Background: an optimization exercise with open tools, aiming at small area. Do not read the settings as production practice. In this exercise RTL edits were held to simulation tests only and were not proved equivalent to the original. Power figures rest on the tool's default switching activity, not on a simulated workload.

===== flow/design.v =====
module gamepad_sampler #(
    parameter [31:0] BLINK_TICKS        = 32'd1000,   
    parameter [31:0] WATCHDOG_TICKS     = 32'd3000,   
    parameter [31:0] RETRY_DELAY_TICKS  = 32'd100,    
    parameter [1:0]  MAX_FLASH_ATTEMPTS = 2'd2,
    parameter [7:0]  PAT_AWAIT_0        = 8'h01,
    parameter [7:0]  PAT_AWAIT_1        = 8'h02,
    parameter [7:0]  PAT_TEST_0         = 8'h05,
    parameter [7:0]  PAT_TEST_1         = 8'h0A
) (
    input  wire        clk,
    input  wire        rst_n,
    input  wire        bus_clock,
    input  wire        bus_data,
    input  wire        bus_latch,
    input  wire        go_in,
    input  wire        reset_in,
    input  wire        tick,
    input  wire        cmd_valid,
    input  wire [7:0]  cmd,
    input  wire        flash_done,
    input  wire        flash_ok,
    output reg         rsp_valid,
    output reg  [31:0] rsp_data,
    output reg  [1:0]  rsp_err,
    output wire        sampler_en,
    output wire        flash_en,
    output wire [1:0]  pin_sel,
    output reg         flash_start,
    output reg  [7:0]  led,
    output reg         view_valid,
    output reg  [31:0] view_frame,
    output reg         alive,
    output reg         silence_warn,
    output reg         attempt_fail,
    output wire        session_done,
    output wire [1:0]  session_result
);
    localparam [2:0] S_IDLE          = 3'd0;
    localparam [2:0] S_AWAIT_GO      = 3'd1;
    localparam [2:0] S_BURN_FLASH    = 3'd2;
    localparam [2:0] S_BURN_DELAY    = 3'd3;
    localparam [2:0] S_AWAIT_GO_TEST = 3'd4;
    localparam [2:0] S_TESTING       = 3'd5;
    localparam [2:0] S_DONE          = 3'd6;
    localparam [1:0] R_NONE       = 2'd0;
    localparam [1:0] R_SUCCESS    = 2'd1;
    localparam [1:0] R_FLASH_FAIL = 2'd2;
    localparam [1:0] R_ABORTED    = 2'd3;
    localparam [3:0] OP_NOP    = 4'h0;
    localparam [3:0] OP_NEWPKT = 4'h1;
    localparam [3:0] OP_RDCAP  = 4'h2;
    localparam [3:0] OP_RDLAST = 4'h3;
    localparam [3:0] OP_CHG    = 4'h4;
    localparam [3:0] OP_RDGO   = 4'h5;
    localparam [3:0] OP_CLRGO  = 4'h6;
    localparam [3:0] OP_RDRST  = 4'h7;
    localparam [3:0] OP_CLRRST = 4'h8;
    localparam [3:0] OP_SEN    = 4'h9;
    localparam [3:0] OP_SDIS   = 4'hA;
    localparam [3:0] OP_STAT   = 4'hB;
    localparam [3:0] OP_START  = 4'hC;
    localparam [3:0] OP_RDACC  = 4'hD;
    localparam [1:0] E_OK       = 2'd0;
    localparam [1:0] E_RESERVED = 2'd1;
    localparam [1:0] E_BUSY     = 2'd2;
    reg        clk_s0, clk_s1, dat_s0, dat_s1, lat_s0, lat_s1;
    reg        go_s0, go_s1, rst_s0, rst_s1;
    reg        clk_p, lat_p, go_p, rst_p;
    reg [1:0]  arm;
    reg [31:0] acc;
    reg        en;
    reg [31:0] cur;
    reg [31:0] last;
    reg        pending;
    reg        go_l;
    reg        rst_l;
    reg [2:0]  fsm;
    reg [1:0]  result;
    reg [1:0]  attempts;
    reg        cfg_skip_burn;
    reg        cfg_require_go;
    reg [31:0] blink_cnt;
    reg        phase;
    reg [31:0] wd_cnt;
    reg [31:0] dly_cnt;
    wire armed      = (arm == 2'd3);
    wire clk_rise   = armed &  clk_s1 & ~clk_p;
    wire latch_rise = armed &  lat_s1 & ~lat_p;
    wire data_bit   = dat_s1;
    wire go_rise    = armed &  go_s1  & ~go_p;
    wire rst_fall   = armed & ~rst_s1 &  rst_p;
    wire session_active = (fsm == S_AWAIT_GO) | (fsm == S_BURN_FLASH) |
                          (fsm == S_BURN_DELAY) | (fsm == S_AWAIT_GO_TEST) |
                          (fsm == S_TESTING);
    wire changed = (cur != last);
    assign flash_en       = (fsm == S_BURN_FLASH) | (fsm == S_BURN_DELAY);
    assign sampler_en     = en;
    assign pin_sel        = {en, flash_en};
    assign session_done   = (fsm == S_DONE);
    assign session_result = result;
    always @(*) begin
        if (fsm == S_AWAIT_GO || fsm == S_AWAIT_GO_TEST)
            led = phase ? PAT_AWAIT_1 : PAT_AWAIT_0;
        else if (fsm == S_TESTING)
            led = phase ? PAT_TEST_1 : PAT_TEST_0;
        else
            led = 8'h00;
    end
    wire [31:0] status = {led, 7'b0, cfg_require_go, cfg_skip_burn, attempts,
                          result, fsm, 1'b0, session_active, flash_en, en,
                          rst_l, go_l, changed, pending};
    wire [32:0] blink_inc = {1'b0, blink_cnt} + 33'd1;
    wire [32:0] wd_inc    = {1'b0, wd_cnt} + 33'd1;
    wire [32:0] dly_inc   = {1'b0, dly_cnt} + 33'd1;
    wire [3:0] op = cmd[3:0];
    wire reserved = (cmd[7:6] != 2'b00) || (op == 4'hE) || (op == 4'hF) ||
                    ((op != OP_START) && (cmd[5:4] != 2'b00));
    wire mutating = (op == OP_NEWPKT) || (op == OP_CLRGO) || (op == OP_CLRRST) ||
                    (op == OP_SEN) || (op == OP_SDIS) || (op == OP_START);
    wire busy     = mutating & session_active;
    wire cmd_ok   = cmd_valid & ~reserved & ~busy;
    wire do_newpkt = cmd_ok & (op == OP_NEWPKT);
    wire do_clrgo  = cmd_ok & (op == OP_CLRGO);
    wire do_clrrst = cmd_ok & (op == OP_CLRRST);
    wire do_sen    = cmd_ok & (op == OP_SEN);
    wire do_sdis   = cmd_ok & (op == OP_SDIS);
    wire do_start  = cmd_ok & (op == OP_START);
    reg [2:0]  fsm_n;
    reg [1:0]  result_n;
    reg [1:0]  attempts_n;
    reg        cfg_skip_burn_n, cfg_require_go_n;
    reg [31:0] blink_cnt_n;
    reg        phase_n;
    reg [31:0] wd_cnt_n;
    reg [31:0] dly_cnt_n;
    reg        en_n;
    reg        go_clr, rst_clr, pend_clr;
    reg        flash_start_n, view_valid_n, alive_n, silence_warn_n, attempt_fail_n;
    reg [31:0] view_frame_n;
    always @(*) begin
        fsm_n            = fsm;
        result_n         = result;
        attempts_n       = attempts;
        cfg_skip_burn_n  = cfg_skip_burn;
        cfg_require_go_n = cfg_require_go;
        blink_cnt_n      = blink_cnt;
        phase_n          = phase;
        wd_cnt_n         = wd_cnt;
        dly_cnt_n        = dly_cnt;
        en_n             = en;
        go_clr           = 1'b0;
        rst_clr          = 1'b0;
        pend_clr         = 1'b0;
        flash_start_n    = 1'b0;
        view_valid_n     = 1'b0;
        view_frame_n     = view_frame;
        alive_n          = 1'b0;
        silence_warn_n   = 1'b0;
        attempt_fail_n   = 1'b0;
        case (fsm)
            S_IDLE, S_DONE: begin
            end
            S_AWAIT_GO, S_AWAIT_GO_TEST: begin
                if (go_l) begin
                    go_clr  = 1'b1;
                    rst_clr = 1'b1;
                    if (fsm == S_AWAIT_GO && !cfg_skip_burn) begin
                        attempts_n    = 2'd1;
                        fsm_n         = S_BURN_FLASH;
                        flash_start_n = 1'b1;
                    end else begin
                        fsm_n       = S_TESTING;
                        en_n        = 1'b1;
                        wd_cnt_n    = 32'd0;
                        blink_cnt_n = 32'd0;
                        phase_n     = 1'b0;
                    end
                end else if (rst_l && !cfg_require_go) begin
                    rst_clr  = 1'b1;
                    fsm_n    = S_DONE;
                    result_n = R_ABORTED;
                end else if (tick) begin
                    if (blink_inc >= {1'b0, BLINK_TICKS}) begin
                        blink_cnt_n = 32'd0;
                        phase_n     = ~phase;
                    end else begin
                        blink_cnt_n = blink_inc[31:0];
                    end
                end
            end
            S_BURN_FLASH: begin
                if (flash_done) begin
                    attempt_fail_n = ~flash_ok;
                    if (rst_l) begin
                        rst_clr  = 1'b1;
                        fsm_n    = S_DONE;
                        result_n = R_ABORTED;
                    end else if (flash_ok) begin
                        fsm_n       = S_AWAIT_GO_TEST;
                        blink_cnt_n = 32'd0;
                        phase_n     = 1'b0;
                        go_clr      = 1'b1;
                    end else if (attempts < MAX_FLASH_ATTEMPTS) begin
                        fsm_n     = S_BURN_DELAY;
                        dly_cnt_n = 32'd0;
                    end else begin
                        fsm_n    = S_DONE;
                        result_n = R_FLASH_FAIL;
                    end
                end
            end
            S_BURN_DELAY: begin
                if (rst_l) begin
                    rst_clr  = 1'b1;
                    fsm_n    = S_DONE;
                    result_n = R_ABORTED;
                end else if (RETRY_DELAY_TICKS == 32'd0 ||
                             (tick && dly_inc >= {1'b0, RETRY_DELAY_TICKS})) begin
                    attempts_n    = attempts + 2'd1;
                    fsm_n         = S_BURN_FLASH;
                    flash_start_n = 1'b1;
                end else if (tick) begin
                    dly_cnt_n = dly_inc[31:0];
                end
            end
            S_TESTING: begin
                if (rst_l) begin
                    en_n     = 1'b0;
                    rst_clr  = 1'b1;
                    fsm_n    = S_DONE;
                    result_n = R_SUCCESS;
                end else begin
                    pend_clr = 1'b1;
                    if (pending) begin
                        if (changed) begin
                            view_valid_n = 1'b1;
                            view_frame_n = cur;
                        end else begin
                            alive_n = 1'b1;
                        end
                        wd_cnt_n = 32'd0;
                    end else if (tick) begin
                        if (wd_inc >= {1'b0, WATCHDOG_TICKS}) begin
                            silence_warn_n = 1'b1;
                            wd_cnt_n       = 32'd0;
                        end else begin
                            wd_cnt_n = wd_inc[31:0];
                        end
                    end
                    if (tick) begin
                        if (blink_inc >= {1'b0, BLINK_TICKS}) begin
                            blink_cnt_n = 32'd0;
                            phase_n     = ~phase;
                        end else begin
                            blink_cnt_n = blink_inc[31:0];
                        end
                    end
                end
            end
            default: begin
                fsm_n = S_IDLE;
            end
        endcase
        if (do_newpkt) pend_clr = 1'b1;
        if (do_clrgo)  go_clr   = 1'b1;
        if (do_clrrst) rst_clr  = 1'b1;
        if (do_sen)    en_n     = 1'b1;
        if (do_sdis)   en_n     = 1'b0;
        if (do_start) begin
            cfg_skip_burn_n  = cmd[4];
            cfg_require_go_n = cmd[5];
            result_n         = R_NONE;
            attempts_n       = 2'd0;
            wd_cnt_n         = 32'd0;
            dly_cnt_n        = 32'd0;
            go_clr           = 1'b1;
            rst_clr          = 1'b1;
            en_n             = 1'b0;
            fsm_n            = S_AWAIT_GO;
            blink_cnt_n      = 32'd0;
            phase_n          = 1'b0;
        end
    end
    wire        enabling = ~en & en_n;
    wire [31:0] acc_shifted = clk_rise ? {acc[30:0], data_bit} : acc;
    wire        capture = en & latch_rise;
    reg [31:0] acc_n;
    always @(*) begin
        if (enabling)
            acc_n = 32'd0;
        else if (capture)
            acc_n = 32'd0;
        else if (en)
            acc_n = acc_shifted;
        else
            acc_n = acc;
    end
    reg        rsp_valid_n;
    reg [31:0] rsp_data_n;
    reg [1:0]  rsp_err_n;
    always @(*) begin
        rsp_valid_n = cmd_valid;
        rsp_data_n  = 32'd0;
        rsp_err_n   = E_OK;
        if (cmd_valid) begin
            if (reserved) begin
                rsp_err_n = E_RESERVED;
            end else if (busy) begin
                rsp_err_n = E_BUSY;
            end else begin
                case (op)
                    OP_NEWPKT: rsp_data_n = {31'd0, pending};
                    OP_RDCAP:  rsp_data_n = cur;
                    OP_RDLAST: rsp_data_n = last;
                    OP_CHG:    rsp_data_n = {31'd0, changed};
                    OP_RDGO:   rsp_data_n = {31'd0, go_l};
                    OP_RDRST:  rsp_data_n = {31'd0, rst_l};
                    OP_STAT:   rsp_data_n = status;
                    OP_RDACC:  rsp_data_n = acc;
                    default:   rsp_data_n = 32'd0;
                endcase
            end
        end
    end
    always @(posedge clk) begin
        if (!rst_n) begin
            clk_s0 <= 1'b0; clk_s1 <= 1'b0;
            dat_s0 <= 1'b0; dat_s1 <= 1'b0;
            lat_s0 <= 1'b0; lat_s1 <= 1'b0;
            go_s0  <= 1'b0; go_s1  <= 1'b0;
            rst_s0 <= 1'b0; rst_s1 <= 1'b0;
            clk_p  <= 1'b0; lat_p  <= 1'b0;
            go_p   <= 1'b0; rst_p  <= 1'b0;
            arm    <= 2'd0;
            acc     <= 32'd0;
            en      <= 1'b0;
            cur     <= 32'd0;
            last    <= 32'd0;
            pending <= 1'b0;
            go_l    <= 1'b0;
            rst_l   <= 1'b0;
            fsm            <= S_IDLE;
            result         <= R_NONE;
            attempts       <= 2'd0;
            cfg_skip_burn  <= 1'b0;
            cfg_require_go <= 1'b0;
            blink_cnt      <= 32'd0;
            phase          <= 1'b0;
            wd_cnt         <= 32'd0;
            dly_cnt        <= 32'd0;
            flash_start  <= 1'b0;
            view_valid   <= 1'b0;
            view_frame   <= 32'd0;
            alive        <= 1'b0;
            silence_warn <= 1'b0;
            attempt_fail <= 1'b0;
            rsp_valid <= 1'b0;
            rsp_data  <= 32'd0;
            rsp_err   <= 2'd0;
        end else begin
            clk_s0 <= bus_clock; clk_s1 <= clk_s0;
            dat_s0 <= bus_data;  dat_s1 <= dat_s0;
            lat_s0 <= bus_latch; lat_s1 <= lat_s0;
            go_s0  <= go_in;     go_s1  <= go_s0;
            rst_s0 <= reset_in;  rst_s1 <= rst_s0;
            clk_p  <= clk_s1;
            lat_p  <= lat_s1;
            go_p   <= go_s1;
            rst_p  <= rst_s1;
            if (arm != 2'd3)
                arm <= arm + 2'd1;
            acc <= acc_n;
            en  <= en_n;
            if (capture) begin
                last <= cur;
                cur  <= acc_shifted;
            end
            pending <= capture ? 1'b1 : (pend_clr ? 1'b0 : pending);
            go_l  <= go_rise  ? 1'b1 : (go_clr  ? 1'b0 : go_l);
            rst_l <= rst_fall ? 1'b1 : (rst_clr ? 1'b0 : rst_l);
            fsm            <= fsm_n;
            result         <= result_n;
            attempts       <= attempts_n;
            cfg_skip_burn  <= cfg_skip_burn_n;
            cfg_require_go <= cfg_require_go_n;
            blink_cnt      <= blink_cnt_n;
            phase          <= phase_n;
            wd_cnt         <= wd_cnt_n;
            dly_cnt        <= dly_cnt_n;
            flash_start  <= flash_start_n;
            view_valid   <= view_valid_n;
            view_frame   <= view_frame_n;
            alive        <= alive_n;
            silence_warn <= silence_warn_n;
            attempt_fail <= attempt_fail_n;
            rsp_valid <= rsp_valid_n;
            rsp_data  <= rsp_data_n;
            rsp_err   <= rsp_err_n;
        end
    end
endmodule

===== flow/run.sh =====
#!/bin/bash
# synth_recipe.tcl (not shown) runs the flow's synth.tcl, then flattens the netlist and writes it again
# the make line also repeats each setting of config.mk as NAME=value (left out here)
make -C /OpenROAD-flow-scripts/flow DESIGN_CONFIG=/design/flow/config.mk WORK_HOME=/design/flow/orfs CLKGATE_MAP_FILE= SYNTH_SCRIPT=/design/flow/synth_recipe.tcl finish

===== flow/config.mk =====
export PLATFORM = sky130hd
export DESIGN_NAME = gamepad_sampler
export DESIGN_NICKNAME = gamepad_sampler
export VERILOG_FILES = /design/flow/design.v
export SDC_FILE = /design/flow/constraint.sdc
export NUM_CORES = 4
export LEC_CHECK = 0
export CAP_MARGIN = 20
export CORE_MARGIN = 2
export CORE_UTILIZATION = 40
export SLEW_MARGIN = 20

===== flow/constraint.sdc =====
create_clock -name core_clock -period 10.0 [get_ports {clk}]
set_input_delay 2.0000 -clock core_clock [delete_from_list [all_inputs] [get_ports {clk}]]
set_output_delay 2.0000 -clock core_clock [all_outputs]
set_load 0.01 [all_outputs]

==> results_dict.tcl <==
set metrics [dict create \
    die_area_um2 35220 \
    synth-async-reset-ratio 0 \
    cts_tree "yes" \
    drc_errors 0 \
    path_class "flip-flop to output pin" \
    rsz0062_at_grt "no" \
    n_antenna_cell 0 \
    synthTopCellsByCount "nand2_1, dfxtp_1, nor2_1, a21oi_1, clkbuf_1" \
    power.leakage_nw 5.292 \
    drt-initial-drc-count 936 \
    routedWlPerCell_um 17.22 \
    antenna_found_initial 0 \
    synth_area_um2 13490 \
    cp_max_fo 21 \
    firstDrtPassIters 9 \
    areaGrowthSynthToFinish_pct 17.56 \
    critPathLaunch "fsm[1]" \
    maxCapViolCount 0 \
    path_clk_slew_ps 60 \
    r2r-end "blink_cnt[23]" \
    syn_inst 1642 \
    finalWirelength_mm 37.07 \
    yosys_warnings 1 \
    synth_cell_types 77 \
    grt_pass1_wl_mm 60.22 \
    ir_worst_vdd_mv 0.09923 \
    synth_top_area_frac 0.4362 \
    outcome "complete, no violations" \
    grt_max_degree 97 \
    fp.dieW_um 187.7 \
    clkLatencyLatePin_ps 520 \
    synth_ff_type "dfxtp_1" \
    cts_hold_buffers 0 \
    slew_headroom 0.2909 \
    vias_per_cell 5.515 \
    gp_congestion 0.8704 \
    reg2reg_slack_ps 6020 \
    ys_seq_area_frac 0.4362 \
    cts_setup_buffers 0 \
    timing.final.crit_share 0.5246 \
    holdWs_ps 432.5 \
    p_total_mw 2.444 \
    period_minus_slack_ps 5246 \
    tightest_slew_ps 1064 \
    cp_slowest_stage_delay_ps 790 \
    clock-sinks 294 \
    via_count 11868 \
    ys_seq_elements 294 \
    drive_above_1_share 0.05869 \
    arrival_ps 3250 \
    placed_cells 2095 \
    grt_use_total 0.2073 \
    finalSetupViolCount 0 \
    fin_skew_ps 14.51 \
    crit_path_end "flash_en" \
    start_util 0.4044 \
    reg2regPathDepth 9 \
    cts_buffer_depth 3 \
    stdcell_count 2152 \
    grt-ovfl-total 0 \
    num-nets-final 1708 \
    row_count 67 \
    synth_edf_count 0 \
    cp-end-kind "output pin" \
    synth_area_leaders "dfxtp_1, nand2_1, nor2_1" \
    fin_tns_setup_ps 0 \
    p_per_area_nw_per_um2 154.0 \
    die_h_um 187.7 \
    synth.most_common_cell "nand2_1" \
    grt_pass1_vias 11119 \
    fp.coreArea_um2 33360 \
    r2r-start "blink_cnt[0]" \
    h-tree-depth 2 \
    final-hold-violation-count 0 \
    worst_ep_required_time_ps 8000 \
    slowest_stage "dfxtp_1" \
    crit_path_start_kind "flip-flop" \
    cts_buffers 34 \
    ant_nets 0 \
    fmax_ghz 0.1906 \
    portBuffers 101 \
    slew_violations 0 \
    synth_area_leader_cell "dfxtp_1" \
    synth.avg_cell_area_um2 8.218 \
    dp_hpwl_mm 24.11 \
    root_buffer "clkbuf_16" \
    cts_resized 0 \
    path_cells "clkinv_1 > nor2_1 > clkdlybuf4s50_1" \
    post-route-util 0.4755 \
    worstHoldPathType "flip-flop to flip-flop" \
    io_pins 106 \
]
==> stage by stage <==
step	worst slack, ps	area, µm²
2_1_floorplan	6037	13510
3_3_place_gp	4849	14760
3_5_place_dp	4667	14770
4_1_cts	4794	15860
5_1_grt	4610	15860
6_report	4754	15860
==> flip-flops by register name, summed over array words and instances (netlist names), 2 cells and up <==
signal and flops:
wd_cnt 32, view_frame 32, cur 32, acc 32, attempts 2, fsm 3, result 2, rsp_data 32
arm 2, last 32, dly_cnt 32, blink_cnt 32, rsp_err 2
==> per-layer routing <==
metal | global-route usage | share of wire
met4 | 0.06572 | 0.025
met3 | 0.03462 | 0.058
met5 | 0 | 0
met1 | 0.2809 | 0.45
met2 | 0.3368 | 0.46
==> placed cells by master (no fill, tap or decap), drive strengths merged, types with 15 or more instances in the layout <==
master         synthesis  routed
a21oi                113     113
a222oi                18      18
a22oi                 28      28
a311oi                34      34
a31oi                 18      18
and2                  70      70
and3                  19      19
clkbuf                94      47
clkdlybuf4s50          0     101
dfxtp                294     294
inv                   18      20
mux2i                 52      52
nand2                295     295
nand3                 52      52
nand4                 42      42
nor2                 160     160
nor3                  33      33
nor4                  15      15
o21ai                 40      40
xnor2                 44      44
xor2                  15      15
==> layout make-up <==
type                       count  area, µm²
clock inverter                10      98.84
timing repair buffer         115       1116
tap                          448      560.5
inverter                      20      76.32
fill                        3261      17500
clock buffer                  47      989.7
multi-input combinational   1218       7137
sequential                   294       5886
==> logic make-up (layout without fill, tap and decap cells) <==
kind of cell,count (synthesis),in the layout,synth area share
mux,54,54,0.04024
fa+ha+maj,9,9,0.007789
simple gates,759,759,0.2691
xor+xnor,59,59,0.03829
other cells,1,4,0.0002779
buf+inv,133,192,0.03987
compound gates,333,333,0.1683
flops,294,294,0.4362
==> power by group <==
group,switching (mW),leakage (nW),total [mW],internal [mW]
Combinational,0.0412,2.39,0.0591,0.0178
Sequential,0.00283,2.37,1.18,1.18
Clock,0.488,0.534,1.21,0.718
==> worst max-delay path: cells and delay by family, from the launching register on <==
family | cells | cell delay [ps]
and+or+nand+nor | 1 | 780
DFF | 1 | 790
buffers and inverters | 2 | 1160
==> how the worst min path moves through the flow <==
stage,start,endpoint,slack [ps],cells past startpoint
detailed placement,lat_s0,lat_s1,430,1
finish,blink_cnt[30],blink_cnt[30],430,2
global placement,go_s0,go_s1,420,1
global route,lat_s0,lat_s1,450,1
CTS,blink_cnt[30],blink_cnt[30],430,2
floorplan,blink_cnt[30],blink_cnt[30],410,2

afterwards: timing with drivers on the ports:
How much do the figures lean on ideal ports? The routed layout below was timed once more, with nothing changed but the port constraints. Step 1: set_driving_cell puts a clkbuf_16 on clk and a buf_2 on each other input, an assumption about the parent block. Step 2, shift: input delay + t, output delay - t, t = (earliest + latest rising clock arrival at the registers) / 2. This alone moves slack from input paths to output paths. a / b / c = ideal ports / drivers / drivers and shift; a / b = the first two.
t (ns): 0.561
setup WS [ns]: 4.754 / 4.701 / 4.620
worst hold slack (ns): 0.432 / 0.432 / 0.432
latest minus earliest clock arrival (ns): 0.020 / 0.020
cell pins on the clock port's net: 1
After both steps this run still meets setup and hold. For this run, drivers alone change the setup slack by -0.053 ns; drivers and shift together by -0.134 ns.
